Context: an optimization exercise on an open-source flow, tuned for small area, a short achievable clock period and few clock cycles. The choices shown serve that exercise and are no tape-out recipe.
At most, simulation tests tie the RTL to the original design; equivalence was not proved.

==> run a <==
Design bbt_keygen, start of the top module:
module bbt_keygen (
    input  wire         clk,
    input  wire         rst,
    input  wire         cmd_valid,
    output wire         cmd_ready,
    input  wire [2:0]   cmd_op,
    input  wire [31:0]  cmd_arg,
    output reg          done,
    output reg          err,
    output wire [31:0]  result,
    output wire [127:0] fkey,
    output wire [7:0]   name_addr,
    input  wire [7:0]   name_data,
    output wire [9:0]   mt_raddr,
    input  wire [31:0]  mt_rdata,
    output wire         mt_we,
    output wire [9:0]   mt_waddr,
    output wire [31:0]  mt_wdata
);
    localparam [2:0] S_IDLE   = 3'd0;
    localparam [2:0] S_HASH   = 3'd1;
    localparam [2:0] S_ADV    = 3'd2;    
    localparam [2:0] S_FKD    = 3'd3;    
    localparam [2:0] S_GO     = 3'd5;    
    localparam [2:0] S_SLX    = 3'd6;    
    localparam [2:0] S_SLC    = 3'd7;    
    localparam [31:0] HASH_INIT = 32'h19570320;
    reg [2:0]  state;
    reg        seeded;
    reg        r1;           
    reg        rdy;          
    reg        qw;           
    reg        b31;          
    reg [31:0] sd;           
    reg [9:0]  kp;           
    reg [31:0] Q;            
    reg [9:0]  cq;           
    reg [31:0] R;            
    reg [127:0] fk;          
    reg        argbad;       
    reg [1:0]  nk;
    reg        op_raw, op_fk;
    reg [8:0]  rem;          
    reg [7:0]  na;
    reg [1:0]  pp;           
    reg        in_v, in_sep, in_dot;
    reg [7:0]  in_c, in_m;
    reg        dot_seen;
    reg        hfirst;       
    reg        tm;           
    reg [9:0]  ra_d;         
    reg [9:0]  ra_e;         
    reg        f_fast;       
    reg        f_amode;      
    function [31:0] temper(input [31:0] y0);
        reg [31:0] y;
        begin
            y = y0 ^ (y0 >> 11);
            y = y ^ ((y << 7) & 32'h9D2C5680);
            y = y ^ ((y << 15) & 32'hEFC60000);
            y = y ^ (y >> 18);
  ...
export LEC_CHECK = 0
export ABC_CLOCK_PERIOD_IN_PS = 3500
export CAP_MARGIN = 20
export CORE_MARGIN = 2
export CORE_UTILIZATION = 40
export SLEW_MARGIN = 20
export SETUP_SLACK_MARGIN = 6
create_clock -name core_clock -period 10.0 [get_ports {clk}]
standard.sh (not shown) runs the stock make flow with config.mk's settings and CLKGATE_MAP_FILE= SYNTH_SCRIPT=/design/flow/synth_recipe.tcl, a recipe that flattens the netlist after the stock synthesis.
==> flow/flow/run.sh <==
#!/bin/bash
set -euo pipefail
MARGIN=${SETUP_MARGIN_NS:-6}
echo "export SETUP_SLACK_MARGIN = $MARGIN" >> config.mk
bash standard.sh > standard.log 2>&1
==> inputs of run b, as changes to run a <==
--- a/flow/design.v
+++ b/flow/design.v
@@ -17,14 +17,15 @@
     output wire [9:0]   mt_waddr,
     output wire [31:0]  mt_wdata
 );
     localparam [2:0] S_IDLE   = 3'd0;
     localparam [2:0] S_HASH   = 3'd1;
     localparam [2:0] S_ADV    = 3'd2;    
     localparam [2:0] S_FKD    = 3'd3;    
+    localparam [2:0] S_FKDONE = 3'd4;    
     localparam [2:0] S_GO     = 3'd5;    
     localparam [2:0] S_SLX    = 3'd6;    
     localparam [2:0] S_SLC    = 3'd7;    
     localparam [31:0] HASH_INIT = 32'h19570320;
     reg [2:0]  state;
     reg        seeded;
     reg        r1;           
@@ -32,26 +33,24 @@
     reg        qw;           
     reg        b31;          
     reg [31:0] sd;           
     reg [9:0]  kp;           
     reg [31:0] Q;            
     reg [9:0]  cq;           
     reg [31:0] R;            
-    reg [127:0] fk;          
-    reg        argbad;       
+    reg [95:0] fk;           
     reg [1:0]  nk;
     reg        op_raw, op_fk;
     reg [8:0]  rem;          
     reg [7:0]  na;
     reg [1:0]  pp;           
     reg        in_v, in_sep, in_dot;
     reg [7:0]  in_c, in_m;
     reg        dot_seen;
     reg        hfirst;       
-    reg        tm;           
     reg [9:0]  ra_d;         
     reg [9:0]  ra_e;         
     reg        f_fast;       
     reg        f_amode;      
     function [31:0] temper(input [31:0] y0);
         reg [31:0] y;
         begin
@@ -90,14 +89,15 @@
     wire        use_a = (state == S_ADV) || (state != S_SLC && f_amode);
     wire [31:0] tx    = use_a ? sd : mt_rdata;
     wire [31:0] tp    = use_a ? mt_rdata : sd;
     wire [31:0] ty    = {b31, tp[30:0]};
     wire        tw_en = !(state == S_ADV && kp != 10'd398);
     wire [31:0] Qn    = tx ^ (tw_en ? ((ty >> 1) ^ (ty[0] ? 32'h9908B0DF : 32'h0)) : 32'h0);
     wire [31:0] sd_y    = sd ^ {30'd0, sd[31:30]};
+    wire        tm    = (state != S_HASH);
     wire [31:0] sd_yg = sd_y & {32{tm}};
     wire [31:0] sd_nq = ~sd_y & {32{tm}};
     wire [9:0]  kp_g  = kp & {10{tm}};
 wire tt_s1 = (sd_yg[26] | (R[26] & in_m[0])) ^ (sd_yg[24] | (R[25] & in_m[1]));
 wire tt_c2 = (sd_yg[26] | (R[26] & in_m[0])) & (sd_yg[24] | (R[25] & in_m[1]));
 wire tt_s3 = (sd_yg[27] | (R[27] & in_m[0])) ^ (sd_yg[25] | (R[26] & in_m[1]));
 wire tt_c4 = (sd_yg[27] | (R[27] & in_m[0])) & (sd_yg[25] | (R[26] & in_m[1]));
@@ -508,21 +508,21 @@
 wire tt_s409 = tt_s347 ^ tt_c282 ^ tt_c346;
 wire tt_c410 = (tt_s347 & tt_c282) | (tt_s347 & tt_c346) | (tt_c282 & tt_c346);
 wire tt_s411 = tt_s349 ^ tt_c286 ^ tt_c348;
 wire tt_c412 = (tt_s349 & tt_c286) | (tt_s349 & tt_c348) | (tt_c286 & tt_c348);
 wire [31:0] tree_out = {tt_s411, tt_s409, tt_s407, tt_s405, tt_s403, tt_s401, tt_s399, tt_s397, tt_s395, tt_s393, tt_s391, tt_s389, tt_s387, tt_s385, tt_s383, tt_s381, tt_s379, tt_s377, tt_s375, tt_s373, tt_s371, tt_s369, tt_s367, tt_s365, tt_s363, tt_s361, tt_s359, tt_s357, tt_s355, tt_s353, tt_s351, (sd_yg[0] | (R[0] & in_m[0]))} + {tt_c410, tt_c408, tt_c406, tt_c404, tt_c402, tt_c400, tt_c398, tt_c396, tt_c394, tt_c392, tt_c390, tt_c388, tt_c386, tt_c384, tt_c382, tt_c380, tt_c378, tt_c376, tt_c374, tt_c372, tt_c370, tt_c368, tt_c366, tt_c364, tt_c362, tt_c360, tt_c358, tt_c356, tt_c354, tt_c352, in_c[1], (kp_g[0] | in_c[0])};
     wire [31:0] sd_step = tree_out;
     wire [31:0] tq = temper(Q);
-    assign fkey = fk;
+    assign fkey = {bswap(tq), fk};
     wire       nd_lower = (name_data >= 8'h61) && (name_data <= 8'h7A);
     wire [7:0] nd_c     = (!op_raw && nd_lower) ? (name_data & 8'hDF) : name_data;
     wire       nd_sep   = !op_raw && (name_data == 8'h2F);
     wire       nd_dot   = !op_raw && (name_data == 8'h2E);
     wire [31:0] h_step = tree_out;
-    wire [31:0] h_final = dot_seen ? fk[127:96] : R;
+    wire [31:0] h_final = dot_seen ? fk[95:64] : R;
     wire arg_ok = (cmd_arg[31:9] == 23'd0) && (!cmd_arg[8] || cmd_arg[7:0] == 8'd0);
     task advance;
         begin
             if (f_fast) begin
                 Q     <= Qn;
                 cq    <= d;
                 r1    <= r1d;
@@ -551,15 +551,14 @@
             done   <= 1'b0;
             err    <= 1'b0;
             qw     <= 1'b0;
             rdy    <= 1'b0;
             na     <= 8'd0;
             in_c   <= 8'd0;
             in_m   <= 8'd0;
-            tm     <= 1'b1;
         end else begin
             done <= 1'b0;
             qw   <= 1'b0;
             case (state)
             S_IDLE: begin
                 rdy <= ~rdy;
                 R   <= tq;       
@@ -580,21 +579,22 @@
                         end else begin
                             err <= 1'b0;
                             if (rdy) advance;
                             else state <= S_GO;
                         end
                     end
                     3'd2, 3'd3, 3'd4: begin
-                        begin
-                            argbad   <= !arg_ok;
+                        if (!arg_ok) begin
+                            done <= 1'b1;
+                            err  <= 1'b1;
+                        end else begin
                             rem      <= cmd_arg[8:0];
                             op_raw   <= (cmd_op == 3'd3);
                             op_fk    <= (cmd_op == 3'd4);
                             hfirst   <= 1'b1;
-                            tm       <= 1'b0;
                             dot_seen <= 1'b0;
                             pp       <= 2'd0;
                             in_v     <= 1'b0;
                             na       <= 8'd1;
                             state    <= S_HASH;
                         end
                     end
@@ -613,38 +613,27 @@
                 in_c   <= nd_c;
                 in_m   <= nd_c >> pp;
                 in_sep <= nd_sep;
                 in_dot <= nd_dot;
                 pp     <= nd_sep ? 2'd0 : pp + 2'd1;
                 if (hfirst) begin
                     R <= HASH_INIT;
-                    if (argbad) begin
-                        done  <= 1'b1;
-                        err   <= 1'b1;
-                        rdy   <= 1'b0;
-                        na    <= 8'd0;
-                        tm    <= 1'b1;
-                        in_c  <= 8'd0;
-                        in_m  <= 8'd0;
-                        state <= S_IDLE;
-                    end
                 end else if (in_v) begin
                     if (in_sep) begin
                         R        <= HASH_INIT;
                         dot_seen <= 1'b0;
                     end else begin
                         if (in_dot) begin
-                            fk[127:96] <= R;
+                            fk[95:64] <= R;
                             dot_seen  <= 1'b1;
                         end
                         R <= h_step;
                     end
                 end else if (rem == 9'd0) begin
                     na   <= 8'd0;
-                    tm   <= 1'b1;
                     in_c <= 8'd0;
                     in_m <= 8'd0;
                     R  <= h_final;
                     if (op_fk) begin
                         sd    <= h_final;
                         kp    <= 10'd1;
                         b31   <= h_final[31];
@@ -687,24 +676,26 @@
                         err   <= 1'b0;
                         rdy   <= 1'b1;
                         state <= S_IDLE;
                     end
                 end
             end
             S_FKD: begin
-                fk <= {bswap(tq), fk[127:32]};
+                fk <= {bswap(tq), fk[95:32]};
                 advance;
                 nk <= nk + 2'd1;
-                if (nk == 2'd3) begin
+                if (nk == 2'd2) begin
                     done  <= 1'b1;
                     err   <= 1'b0;
+                    state <= S_FKDONE;
                 end else begin
                     state <= S_FKD;
                 end
             end
+            S_FKDONE: advance;
             S_GO: advance;
             S_SLX: state <= S_SLC;
             S_SLC: begin
                 Q     <= Qn;
                 cq    <= d;
                 r1    <= r1d;
                 qw    <= 1'b1;
==> flow/run.sh (new file) <==
#!/bin/bash
# synth_recipe.tcl (not shown) runs the flow's synth.tcl, then flattens the netlist and writes it again
# the make line also repeats each setting of config.mk as NAME=value (left out here)
make -C /OpenROAD-flow-scripts/flow DESIGN_CONFIG=/design/flow/config.mk WORK_HOME=/design/flow/orfs CLKGATE_MAP_FILE= SYNTH_SCRIPT=/design/flow/synth_recipe.tcl finish
Settings changed: ABC_CLOCK_PERIOD_IN_PS 3500 to 4000, SETUP_SLACK_MARGIN 6 to 5.
removed: flow/flow/run.sh
removed: flow/standard.sh
==> results.txt <==
Run b passed the timing, DRC and antenna checks. Run a went through all stages and came out clean.
Against run b, the non-clock buffer count of run a is higher by 95.
In run b the maximum frequency is lower than in run a, by about 10%.
Against run a, the global-route usage of run b is higher by 2.0 points.
In run b the synthesized cell count is smaller than in run a, by 1.7%.
No run of this note included a check of the RTL's function; only the layout flow was run.

==> trial 44: inputs <==
bbt_keygen, a different RTL version from the one above (not shown whole).
clock: 10.0 ns
lec_check: 0
abc_clock_period_in_ps: 3500
cap_margin: 20
core_margin: 2
core_utilization: 60
cts_buf_list: sky130_fd_sc_hd__clkbuf_4 sky130_fd_sc_hd__clkbuf_8
slew_margin: 20
tns_end_percent: 5
setup_slack_margin: 5.5
buffer_ports_args: -buffer_cell sky130_fd_sc_hd__buf_1
==> flow/flow/run.sh <==
#!/bin/bash
set -euo pipefail
{
  echo "export SETUP_SLACK_MARGIN = 5.5"
  echo "export BUFFER_PORTS_ARGS = -buffer_cell sky130_fd_sc_hd__buf_1"
} >> config.mk
bash standard.sh > standard.log 2>&1
==> inputs of build 32, as changes to trial 44 <==
==> flow/flow/run.sh (replaced) <==
#!/bin/bash
set -euo pipefail
{
  echo "export SETUP_SLACK_MARGIN = 5"
  echo "export BUFFER_PORTS_ARGS = -buffer_cell sky130_fd_sc_hd__buf_2"
} >> config.mk
bash standard.sh > standard.log 2>&1
==> flow/config.mk (replaced) <==
export PLATFORM = sky130hd
export DESIGN_NAME = bbt_keygen
export DESIGN_NICKNAME = bbt_keygen
export VERILOG_FILES = /design/flow/design.v
export SDC_FILE = /design/flow/constraint.sdc
export NUM_CORES = 4
export LEC_CHECK = 0
export ABC_CLOCK_PERIOD_IN_PS = 3500
export CAP_MARGIN = 20
export CORE_MARGIN = 2
export CORE_UTILIZATION = 55
export SLEW_MARGIN = 20
export SETUP_SLACK_MARGIN = 5
export BUFFER_PORTS_ARGS = -buffer_cell sky130_fd_sc_hd__buf_2
==> qor summary <==
quantity	build 32	trial 44
Drt via density	6.385	6.550
Antenna violations before repair	1	3
Non-clock buffer contribution to total cell area	9.821%	7.750%
Util after Layout	67.78%	70.77%
Status	complete, no violations	complete, no violations
Initial drt markers	3626	3256
CTS root buffer	sky130_fd_sc_hd__clkbuf_16	sky130_fd_sc_hd__clkbuf_8
Storage cell area	8443 um2	8448 um2
Vias post-DR	23409	23599
Non-filler instance count after layout	3666	3603
Biggest fanout along the worst timing path	6	4
Sink of the worst hold path	fk[41]$_DFF_P_	fk[23]$_DFF_P_
Final hold slack	0.3444 ns	0.3493 ns
Tap cells	592	532
Startpoint of the worst-slack reg-to-reg timing path	dot_seen$_SDFFCE_PN0P_	Q[19]$_DFFE_PP_
Required time worst endpoint	10.28 ns	10.39 ns
Share of the final layout cell area in sequential cells	28.05%	29.17%
Placement Setup Slack	3.661 ns	3.759 ns
CP Depth	20	18
First-pass GRT wire length	147300 um	142800 um
Area of the placeable core	44410 um2	40920 um2
Post-detail-place hpwl	73040 um	70400 um
Testbench counts of trial 44, summed over its fixed seeds: cycles 30,159.
Testbench counts of build 32, summed over its fixed seeds: cycles 30,159.

==> re-timing with driven ports <==
Ports are ideal in the flow. The routed layouts listed here were re-timed in OpenROAD. Step 1 sets driving cells, clkbuf_16 on the clock port and buf_2 on the other inputs (assumed; they add their load-dependent delay and slew). Step 2 adds t to the input delays and takes it off the output delays; t is the mean of the earliest and latest rising clock arrival at the registers after step 1. Input paths then give back, and output paths get back, about the clock's delay inside the block. a / b / c = no drivers / after step 1 / after step 2; a / b = the first two.
run | t, ns | setup slack, ns | cell pins on the clock port's net
run a | 0.625 | 4.416 / 4.416 / 4.416 | 1
run b | 0.617 | 3.772 / 3.772 / 3.772 | 1
trial 44 | 0.756 | 4.468 / 4.468 / 4.468 | 1
build 32 | 0.639 | 4.230 / 4.230 / 4.230 | 1
After both steps setup and hold are still met in every run listed.
